Source: an optimization exercise on an open RTL-to-GDS flow (aim: small area, a short achievable clock period and few clock cycles). Production flows keep margins and buffers that such runs may drop. Only simulation tests tie the RTL to the original design; equivalence was not proved.

**design.v**
```verilog
module fde_enc (
    input  wire        clk,
    input  wire        rst,           
    input  wire [1:0]  cfg_rot,       
    input  wire        cfg_mir,
    input  wire        cfg_inv,
    input  wire        cfg_typeb,     
    input  wire        cfg_flush,     
    input  wire [31:0] cfg_addr,      
    input  wire        pix_valid,
    output wire        pix_ready,
    input  wire [31:0] pix_data,
    output wire        out_valid,
    input  wire        out_ready,
    output wire [7:0]  out_data,
    output wire        out_last,
    output wire        frame_done,
    output wire        frame_dup
);
    reg          trn;            
    reg          rrev;           
    reg          desc;           
    reg          inv, typeb, flush;
    reg  [31:0]  addr;
    reg          pix_rdy;
    reg  [7:0]   idx;
    wire         fire0 = pix_valid & pix_rdy;
    wire         first0 = (idx == 8'd0);
    wire         rr0 = first0 ? cfg_rot[1] : rrev;
    wire [3:0]   row0 = (trn ? idx[3:0] : idx[7:4]) ^ {4{rr0}};
    reg          v1, last1;
    reg  [3:0]   row1;
    reg  [31:0]  d1;
    reg          v2, last2;
    reg  [3:0]   row2;
    reg  [21:0]  lsum2;
    reg  [31:0]  crc;
    reg  [31:0]  last_fp;
    reg          last_ok;
    function [31:0] crc32_word;
        input [31:0] c;
        input [31:0] d;
        integer i;
        reg [31:0] x;
        begin
            x = c;
            for (i = 0; i < 32; i = i + 1) begin
                if (x[0] ^ d[i])
                    x = (x >> 1) ^ 32'hEDB88320;
                else
                    x = x >> 1;
            end
            crc32_word = x;
        end
    endfunction
    wire [7:0]  pr = d1[7:0];
    wire [7:0]  pg = d1[15:8];
    wire [7:0]  pb = d1[23:16];
    wire [21:0] luma1 = 22'd2126 * pr + 22'd7152 * pg + 22'd722 * pb;
    wire        pix_bit = (lsum2 >= 22'd1275000) ^ inv;
    reg  [15:0]  st [0:15];      
    reg          gen_on;
    reg  [1:0]   panel;
    reg  [4:0]   pos;
    reg  [2:0]   col;            
    reg  [7:0]   nsum;           
    reg  [7:0]   gbyte;
    reg          o_v, o_l, s_v, s_l;
    reg  [7:0]   o_d, s_d;
    reg          done_r, dup_r, dupw;
    assign pix_ready  = pix_rdy;
    assign out_valid  = o_v;
    assign out_data   = o_d;
    assign out_last   = o_l;
    assign frame_done = done_r;
    assign frame_dup  = dup_r;
    wire gen_fire = gen_on & ~s_v;
    wire [4:0] last_pos = typeb ? 5'd23 : 5'd11;
    wire gen_end  = gen_fire & (panel == 2'd3) & (pos == last_pos);
    wire col_end  = typeb ? (pos[0] == 1'b0 && pos >= 5'd6 && pos <= 5'd20)
                          : (pos >= 5'd3 && pos <= 5'd10);
    wire rot_step = gen_fire & col_end;
    wire [3:0] place = desc ? {~col, 1'b1} : 4'd0;
    reg  [7:0] cbyte;
    integer k;
    always @(*) begin
        for (k = 0; k < 8; k = k + 1)
            cbyte[7 - k] = st[{panel[1], k[2:0]}][place];
    end
    wire [7:0] paddr = addr[8 * panel +: 8];
    function [7:0] hexdig;
        input [3:0] n;
        begin
            hexdig = (n <= 4'd9) ? {4'h3, n} : 8'h57 + {4'h0, n};
        end
    endfunction
    always @(*) begin
        if (!typeb) begin
            case (pos)
                5'd0:    gbyte = 8'h80;
                5'd1:    gbyte = flush ? 8'h83 : 8'h84;
                5'd2:    gbyte = paddr;
                5'd11:   gbyte = 8'h8F;
                default: gbyte = cbyte;
            endcase
        end else begin
            case (pos)
                5'd0:    gbyte = 8'h02;
                5'd1:    gbyte = hexdig(paddr[7:4]);
                5'd2:    gbyte = hexdig(paddr[3:0]);
                5'd3:    gbyte = 8'h30;
                5'd4:    gbyte = 8'h38;
                5'd21:   gbyte = 8'h03;
                5'd22:   gbyte = hexdig(nsum[7:4]);
                5'd23:   gbyte = hexdig(nsum[3:0]);
                default: gbyte = pos[0] ? hexdig(cbyte[7:4]) : hexdig(cbyte[3:0]);
            endcase
        end
    end
    wire summed = typeb && pos >= 5'd1 && pos <= 5'd20;
    wire [31:0] fp  = ~crc;
    wire        dup = last_ok && (last_fp == fp);
    wire        o_free = ~o_v | out_ready;
    always @(posedge clk) begin
        d1    <= pix_data;
        lsum2 <= luma1;
        row1  <= row0;
        row2  <= row1;
        if (fire0 && first0) begin
            trn   <= cfg_rot[0];
            rrev  <= cfg_rot[1];
            desc  <= cfg_rot[0] ^ cfg_rot[1] ^ cfg_mir;
            inv   <= cfg_inv;
            typeb <= cfg_typeb;
            flush <= cfg_flush;
            addr  <= cfg_addr;
        end
        if (rst) begin
            pix_rdy <= 1'b1;
            idx     <= 8'd0;
            v1      <= 1'b0;
            last1   <= 1'b0;
            v2      <= 1'b0;
            last2   <= 1'b0;
            crc     <= 32'hFFFFFFFF;
            last_ok <= 1'b0;
            gen_on  <= 1'b0;
            panel   <= 2'd0;
            pos     <= 5'd0;
            col     <= 3'd0;
            o_v     <= 1'b0;
            s_v     <= 1'b0;
            done_r  <= 1'b0;
            dup_r   <= 1'b0;
            dupw    <= 1'b0;
        end else begin
            if (fire0) begin
                idx <= idx + 8'd1;
                if (idx == 8'd255)
                    pix_rdy <= 1'b0;
            end
            v1    <= fire0;
            last1 <= fire0 & (idx == 8'd255);
            v2    <= v1;
            last2 <= last1;
            if (v1)
                crc <= crc32_word(crc, d1);
            if (last2) begin
                crc <= 32'hFFFFFFFF;
                if (!dup) begin
                    last_fp <= fp;
                    last_ok <= 1'b1;
                    gen_on  <= 1'b1;
                end
            end
            done_r <= 1'b0;
            dup_r  <= 1'b0;
            if (o_v && out_ready && o_l) begin
                done_r <= 1'b1;
                if (last2 && dup)
                    dupw <= 1'b1;
            end else if ((last2 && dup) || dupw) begin
                if (!o_v) begin
                    done_r  <= 1'b1;
                    dup_r   <= 1'b1;
                    dupw    <= 1'b0;
                    pix_rdy <= 1'b1;
                end else begin
                    dupw <= 1'b1;
                end
            end
            if (gen_fire) begin
                if (pos == 5'd0)
                    nsum <= 8'd2;
                else if (summed)
                    nsum <= nsum - gbyte;
                if (rot_step)
                    col <= col + 3'd1;
                if (pos == last_pos) begin
                    pos   <= 5'd0;
                    panel <= panel + 2'd1;
                    if (panel == 2'd3) begin
                        gen_on  <= 1'b0;
                        pix_rdy <= 1'b1;
                    end
                end else begin
                    pos <= pos + 5'd1;
                end
            end
            if (o_free) begin
                if (s_v) begin
                    o_v <= 1'b1;
                    s_v <= 1'b0;
                end else begin
                    o_v <= gen_fire;
                end
            end else if (gen_fire) begin
                s_v <= 1'b1;
            end
        end
        if (o_free) begin
            if (s_v) begin
                o_d <= s_d;
                o_l <= s_l;
            end else begin
                o_d <= gbyte;
                o_l <= gen_end;
            end
        end else if (gen_fire) begin
            s_d <= gbyte;
            s_l <= gen_end;
        end
    end
    genvar r;
    generate
        for (r = 0; r < 16; r = r + 1) begin : g_row
            wire ld = v2 && (row2 == r);
            always @(posedge clk) begin
                if (ld || rot_step)
                    st[r] <= {ld ? pix_bit : st[r][0], st[r][15:1]};
            end
        end
    endgenerate
endmodule
```
**run.sh**
```bash
#!/bin/bash
# synth_recipe.tcl (not shown) runs the flow's synth.tcl, then flattens the netlist and writes it again
# the make line also repeats each setting of config.mk as NAME=value (left out here)
make -C /OpenROAD-flow-scripts/flow DESIGN_CONFIG=/design/flow/config.mk WORK_HOME=/design/flow/orfs CLKGATE_MAP_FILE= SYNTH_SCRIPT=/design/flow/synth_recipe.tcl finish
```
**config.mk**
```make
export PLATFORM = sky130hd
export DESIGN_NAME = fde_enc
export DESIGN_NICKNAME = fde_enc
export VERILOG_FILES = /design/flow/design.v
export SDC_FILE = /design/flow/constraint.sdc
export NUM_CORES = 4
export LEC_CHECK = 0
export CAP_MARGIN = 20
export CORE_MARGIN = 2
export CORE_UTILIZATION = 40
export SETUP_SLACK_MARGIN = 5
export SLEW_MARGIN = 20
```
**constraint.sdc**
```tcl
create_clock -name core_clock -period 10.0 [get_ports {clk}]
set_input_delay 2.0000 -clock core_clock [delete_from_list [all_inputs] [get_ports {clk}]]
set_output_delay 2.0000 -clock core_clock [all_outputs]
set_load 0.01 [all_outputs]
```
==> metrics.cfg, run 1 <==
[status]
status=complete, no violations

[synthesis]
syn_nets=2328
synth_area_leaders=edfxtp_1 40%, dfxtp_1 9.4%, ha_1 8.6%, xnor2_1 7.3%, fa_1 4.7%
syn_avg_cell_area_sq_um=13.0
synth.top_cell.area_share_pct=40.4
netlist_area_sq_mm=0.0261
synthCells=2013
synth_ff_type=edfxtp_1
yosysTopAreaCell=edfxtp_1
ys_warn_count=2
ys_ff_latch=475
yosysSeqAreaShare_pct=49.8
async_flop_share_pct=0
yosys.cell_types.count=66
synth_edf_count=352

[grt]
track_usage_pct=17.7
grt_antenna_before_repair=0
grt_pass1_wl_mm=92.6
grt_max_degree=51
gr-total-overflow=0
first_global_vias=16100

[clock_network]
max-clock-path-buffers=3
root_buffer=clkbuf_16
cts_num_sinks=475
htree_levels=2
cts_tree=built
clk_latency_ps=630
cts_made_buffers=50
cts.clk_slew.worst_paths_ps=70
cts_hold_buf=0

[route]
routed_wl_mm=58.7
num_vias=15500
routed_via_density=5.05
drc=0
drt-wirelength-per-cell_um=19.1
drt_pre_antenna_iters=4
drtIter0Drc=996
ant_nets=0

[timing]
relSlewSlack_pct=35.9
fmax_mhz=179
final-hold-violation-count=0
period_share_pct=55.9
finalSetupTns_ps=0
setup_viol=0
period_minus_slack_ps=5590
slew_viol_final=0
worst_pin_slew_ps=962
rsz0062_at_grt=yes
worst_clock_skew_ps=54.3

[critical_path]
critPathKind=reg2reg
cp-end-kind=flop
crit_chain=fa_2 > buf_4 > xor2_4 > ha_1 > inv_1 > fa_1 > fa_1 > inv_1 > ha_1 > a21oi_2 > o21bai_1 > a21oi_2 > nor2b_1 > o21a_1 > or3_1 > nand2_2 > fa_1 > inv_2 > ha_4 > and3_4 > a211oi_4 > a21oi_2 > xor2_1
cp.required_ps=10480
cp_max_fo=5
cp-start-kind=flop
max_stage_delay_ps=590
worst-path-buf-inv=4
worst_path_max_delay_cell=fa_2
path_delay_family=adder cells
arrival_ps=6070

[layout]
final_cells=3076
syn_to_final_growth_pct=18.8
nNetsFinal=2494
seq_area_sq_mm=0.0131
nFillCells=5641
drive_gt1_share_pct=18.4
diodes=0
multiInputGateArea_sq_mm=0.0128

[floorplanning]
die_w_um=260
die_h_um=260
dieArea_sq_mm=0.0674
initial_utilization_pct=40.5
io-pin-count=87
core_sq_mm=0.0646
rows=93

[place]
port-buffer-count=86
place_hpwl_mm=41.9
gp_congestion=0.880
place_inst=2915

[job]
max-cap-violations=0

[worst_hold_path]
min_path_type=reg2reg

==> cell usage after synthesis, types with 23 or more instances <==
master / instances
o21ai_0: 59
inv_1: 215
mux4_2: 48
a21o_1: 23
dfxtp_1: 123
clkbuf_1: 35
fa_1: 62
nand2_1: 102
xnor2_2: 26
ha_1: 179
a21oi_1: 80
xor2_1: 106
edfxtp_1: 352
xnor2_1: 217
nor2_1: 83
==> cells by family (layout without fill, tap and decap cells) <==
kind of cell,after synthesis,after routing,synth area share [%]
buffers and inverters,265,473,3.89
DFF,475,475,49.8
and+or+nand+nor,305,305,5.44
xor gates and xnor gates,385,385,15.7
AOI/OAI and AO/OA,253,253,6.06
muxes,89,89,5.79
adders and majority gates,241,241,13.3
==> path summary, 6_finish.rpt <==
kind	end	start	cells after the start	slack, ps
max	lsum2[20]$_DFF_P_	d1[15]$_DFF_P_	23	4410
min	row2[1]$_DFF_P_	row1[1]$_DFF_P_	0	330
max reg2reg	lsum2[20]$_DFF_P_	d1[15]$_DFF_P_	23	4410
min reg2reg	row2[1]$_DFF_P_	row1[1]$_DFF_P_	0	330
==> sequential cells by signal, indices dropped and copies added (netlist names), 21 cells and up <==
name     count
lsum2       21
st         256
addr        32
d1          32
last_fp     32
crc         32
==> repair_timing <==
item	4_1_cts	5_1_grt
cloned	0	1
setup endpoints to repair	18	13
pin swaps	40	53
buffers inserted	44	21
gates resized for setup	82	49
==> through the flow <==
| stage | utilization [%] | hold WS [ps] | cell area [sq um] | worst slack, ps |
|---|---|---|---|---|
| after detailed placement | 43.6 | 313 | 28200 | 3540 |
| after floorplan | - | 310 | 26300 | 4640 |
| final | 48.1 | 333 | 31100 | 4410 |
| after global routing | 48.1 | 341 | 31100 | 4220 |
| after CTS | 47.5 | 333 | 30700 | 4430 |
| after global placement | 43.6 | 315 | 28200 | 3600 |
==> cell usage in the layout (no fill, tap or decap), types with 10 or more instances in the layout <==
master and instances:
inv_1 199, nor3_1 18, dfxtp_4 15, mux4_2 48, o21bai_1 19, o211ai_1 15
nand3_1 13, nand2b_1 15, a21oi_2 30, ha_4 20, nor4_1 17, clkbuf_16 52
clkbuf_1 12, fa_1 58, nand4_1 14, ha_1 158, nor2b_1 11, nor2_1 77
buf_4 68, xnor2_2 31, dfxtp_1 102, inv_2 15, edfxtp_1 352, mux2i_1 22
a21o_1 23, xnor3_1 12, xor2_1 102, mux2_2 19, xnor2_1 211, o21ai_0 35
nand2_1 100, a21oi_1 45, clkdlybuf4s50_1 85, o21ai_1 15, xnor2_4 10
==> routing by layer <==
metal | part of all wire [%] | global-route usage (%) | wire length [um]
met1 | 48 | 25.3 | 27900
met5 | 0 | 0 | 0
met4 | 2.6 | 4.96 | 1500
met2 | 46 | 28.0 | 27100
met3 | 3.7 | 2.58 | 2190
==> area by class of cell <==
type                    instances  area share [%]
flip-flops and latches        475            42.1
multi-input cells            1273            41.1
repair buffers                164            4.97
clock buffers                  67            4.43
well taps                     855            3.44
inverters                     215            2.61
clock inverters                27            1.27
Testbench counts, summed over its fixed seeds: cycles 61,936.
==> run 2: changes to the inputs <==
--- a/config.mk
+++ b/config.mk
@@ -8,5 +8,4 @@
 export CAP_MARGIN = 20
 export CORE_MARGIN = 2
 export CORE_UTILIZATION = 40
-export SETUP_SLACK_MARGIN = 5
 export SLEW_MARGIN = 20
==> run 2 against run 1 <==
  * Still clean
  * Utilization shrank 1.8 points
  * Wire length shrank 2.8%
  * Hold slack gained 5.5 ps
  * Synthesized cell count is the same
  * Register-to-register slack lost 790 ps
  * Global-route usage shrank 0.34 points
  * Cell area shrank 3.8%
  * Die area is the same
  * Critical path type unchanged
==> metrics.cfg, run 2 <==
[synthesis]
yosysSeqAreaShare_pct=49.8  ; unchanged
syn_avg_cell_area_sq_um=13.0  ; unchanged
synth_adder_area_share_pct=13.3  ; unchanged
syn_nets=2328  ; unchanged
synth_common_cells=352 x edfxtp_1, 217 x xnor2_1, 215 x inv_1, 179 x ha_1, 123 x dfxtp_1
synth_most_common_cell=edfxtp_1
synth_area_leaders=edfxtp_1 40%, dfxtp_1 9.4%, ha_1 8.6%, xnor2_1 7.3%, fa_1 4.7%
async_flop_share_pct=0  ; unchanged
yosysTopAreaCell=edfxtp_1
synth_top_family_by_area=XOR/XNOR gates
synth_compound_area_share_pct=6.06  ; unchanged
netlist_area_sq_mm=0.0261  ; unchanged
synth_edf_count=352  ; unchanged
yosys.cell_types.count=66  ; unchanged
synth_ff_type=edfxtp_1
synthMuxAreaShare_pct=5.79  ; unchanged
synth_xor_xnor_area_share_pct=15.7  ; unchanged
synthCells=2013  ; unchanged
ys_warn_count=2  ; unchanged
synth.top_cell.area_share_pct=40.4  ; unchanged
synth_simple_gate_area_share_pct=5.44  ; unchanged
ys_ff_latch=475  ; unchanged

[floorplanning]
die_w_um=260  ; unchanged
io-pin-count=87  ; unchanged
dieArea_sq_mm=0.0674  ; unchanged
die_h_um=260  ; unchanged
initial_utilization_pct=40.5  ; unchanged
rows=93  ; unchanged
core_sq_mm=0.0646  ; unchanged

[timing]
slew_viol_final=0  ; unchanged
period_minus_slack_ps=6380  ; +791 ps
worst_clock_skew_ps=40.2  ; -14.1 ps
rsz0062_at_grt=no
finalSetupTns_ps=0  ; unchanged
relSlewSlack_pct=33.8  ; -2.0 points
final-hold-violation-count=0  ; unchanged
hold-worst-slack_ps=339  ; +5.53 ps
worst_pin_slew_ps=985  ; +23.4 ps
fmax_mhz=157  ; -12%
period_share_pct=63.8  ; +7.9 points
setup_viol=0  ; unchanged
worst_slack_ps=3620  ; -791 ps

[layout]
syn_to_final_growth_pct=14.3
final_cell_mix=352 x edfxtp_1, 217 x xnor2_1, 215 x inv_1
final_common_cell=edfxtp_1
fin_area_sq_mm=0.0299  ; -3.8%
largest_reg_flops=256  ; unchanged
drive_gt1_share_pct=10.3  ; -8.1 points
regMostFlops=st
nNetsFinal=2433  ; -2.4%

[critical_path]
critPathKind=reg2reg
cp.required_ps=10500  ; +20 ps
arrival_ps=6880  ; +810 ps
ff2ff_setup_slack_ps=3620  ; -790 ps
endpoint=lsum2[20]$_DFF_P_
crit_start=d1[18]$_DFF_P_
cp-start-kind=flop
cp_max_fo=5  ; unchanged
rr_worst_depth=25  ; +8.7%
rr_startpoint=d1[18]$_DFF_P_
cp-end-kind=flop
r2r_end=lsum2[20]$_DFF_P_

[clock_network]
clk_latency_ps=620  ; about the same
cts.clk_slew.worst_paths_ps=70  ; about the same
cts_resized=0  ; -100%
cts_setup_buffers=0  ; -100%
root_buffer=clkbuf_16
cts_tree=built
htree_levels=2  ; unchanged
cts_made_buffers=52  ; +4.0%
cts_num_sinks=475  ; unchanged
cts_hold_buf=0  ; unchanged
max-clock-path-buffers=3  ; unchanged

[job]
max-cap-violations=0  ; unchanged

[route]
drc=0  ; unchanged
dr.max_layer_used=met4
routed_wl_mm=57.1  ; -2.8%
routed_via_density=5.02  ; -0.58%
wl_met3_mm=2.39  ; +8.9%
drt_pre_antenna_iters=7  ; +3
drtIter0Drc=1014  ; +1.8%
drt-wirelength-per-cell_um=18.9  ; -0.95%
met2_length_mm=26.6  ; -1.9%
ant_nets=0  ; unchanged
num_vias=15200  ; -2.5%
drt-met1-wl_mm=26.7  ; -4.3%

[grt]
gr-total-overflow=0  ; unchanged
grt_antenna_before_repair=0  ; unchanged
track_usage_pct=17.3  ; -0.34 points
grt_pass1_wl_mm=90.8  ; -1.9%
first_global_vias=15800  ; -1.7%
grt_max_degree=51  ; unchanged

[place]
dpl_cell_area_sq_mm=0.0280  ; -0.60%
place_ws_ps=3640  ; +94.5 ps
gp_congestion=0.881  ; +0.16%
place_hpwl_mm=42.7  ; +2.0%
port-buffer-count=86  ; unchanged

[worst_hold_path]
min_path_type=reg2reg

[status]
status=complete, no violations

==> run 2: cell families (layout without fill, tap and decap cells) <==
family	Yosys count	after routing
simple gates	305	305
xor+xnor	385	385
other cells	0	1
mux	89	89
fa+ha+maj	241	241
buf+inv	265	414
compound gates	253	253
flops	475	475
==> run 2: how the worst min path moves through the flow <==
stage,startpoint,end,cells past startpoint
floorplan,row1[0]$_DFF_P_,row2[0]$_DFF_P_,0
global placement,row1[0]$_DFF_P_,row2[0]$_DFF_P_,0
detailed placement,row1[0]$_DFF_P_,row2[0]$_DFF_P_,0
CTS,row1[3]$_DFF_P_,row2[3]$_DFF_P_,0
global route,row1[3]$_DFF_P_,row2[3]$_DFF_P_,0
finish,row1[3]$_DFF_P_,row2[3]$_DFF_P_,0
==> run 2: final cells by class <==
type	instances	area [sq um]
Antenna cell	1	2.50
Clock buffer	62	1360
Clock inverter	36	523
Fill cell	5759	34700
Inverter	215	807
Multi-Input combinational cell	1273	12100
Sequential cell	475	13000
Tap cell	855	1070
Timing Repair Buffer	101	981
==> run 2: per-stage QoR <==
step,util (%),instances
after floorplan,-,2013
after global placement,43.3,2918
after detailed placement,43.3,2918
after CTS,46.3,3016
after global routing,46.3,3017
final,46.3,3018
==> run 2: critical path, cell delays in order, from the launching register on <==
cell      delay (ps)
dfxtp_1          480
ha_1             310
ha_1             300
fa_1             500
inv_1             50
fa_1             530
inv_1             40
ha_1             330
a21oi_1          220
o21ai_0          110
a21oi_1          220
o21ai_0          100
a21oi_1          220
nor2b_1           80
o21a_1           170
o21ai_0          220
nand2b_1          80
a21oi_1          170
xor2_1           390
fa_1             490
inv_1             70
ha_1             280
and3_1           180
a211oi_1         410
a21oi_1          160
xor2_1           160
==> run 2: routing by layer <==
metal / global-route usage, % / vias to the layer above
li1: - / 7268
met1: 24.4 / 7544
met2: 27.8 / 276
met3: 2.88 / 70
met4: 4.65 / 0
met5: 0 / -

[port drivers added, routing unchanged]
No port has a modelled driver above. Below, the same layouts with a new extraction and two added sets of constraints.
Step 1 (the two cells are an assumption about what drives the block):
set clk [get_ports {clk}]
set_driving_cell -lib_cell sky130_fd_sc_hd__clkbuf_16 $clk
set_driving_cell -lib_cell sky130_fd_sc_hd__buf_2 [delete_from_list [all_inputs] $clk]
Step 2 times the ports against the registers' clock, not the clock port: input delays grow and output delays shrink by t, the midpoint of the rising clock arrivals with the driver on.
Slacks: no drivers / after step 1 / after step 2; pairs: no drivers / after step 1.
| run | t (ns) | slack for setup (ns) | hold WS [ns] | slew at the worst register clock pin (ns) | cell pins on the clock port's net |
|---|---|---|---|---|---|
| run 1 | 0.668 | 4.413 / 4.413 / 4.413 | 0.333 / 0.333 / 0.333 | 0.07 / 0.07 | 1 |
| run 2 | 0.661 | 3.622 / 3.622 / 3.622 | 0.339 / 0.339 / 0.339 | 0.07 / 0.07 | 1 |
After both steps setup and hold are still met in every run listed.
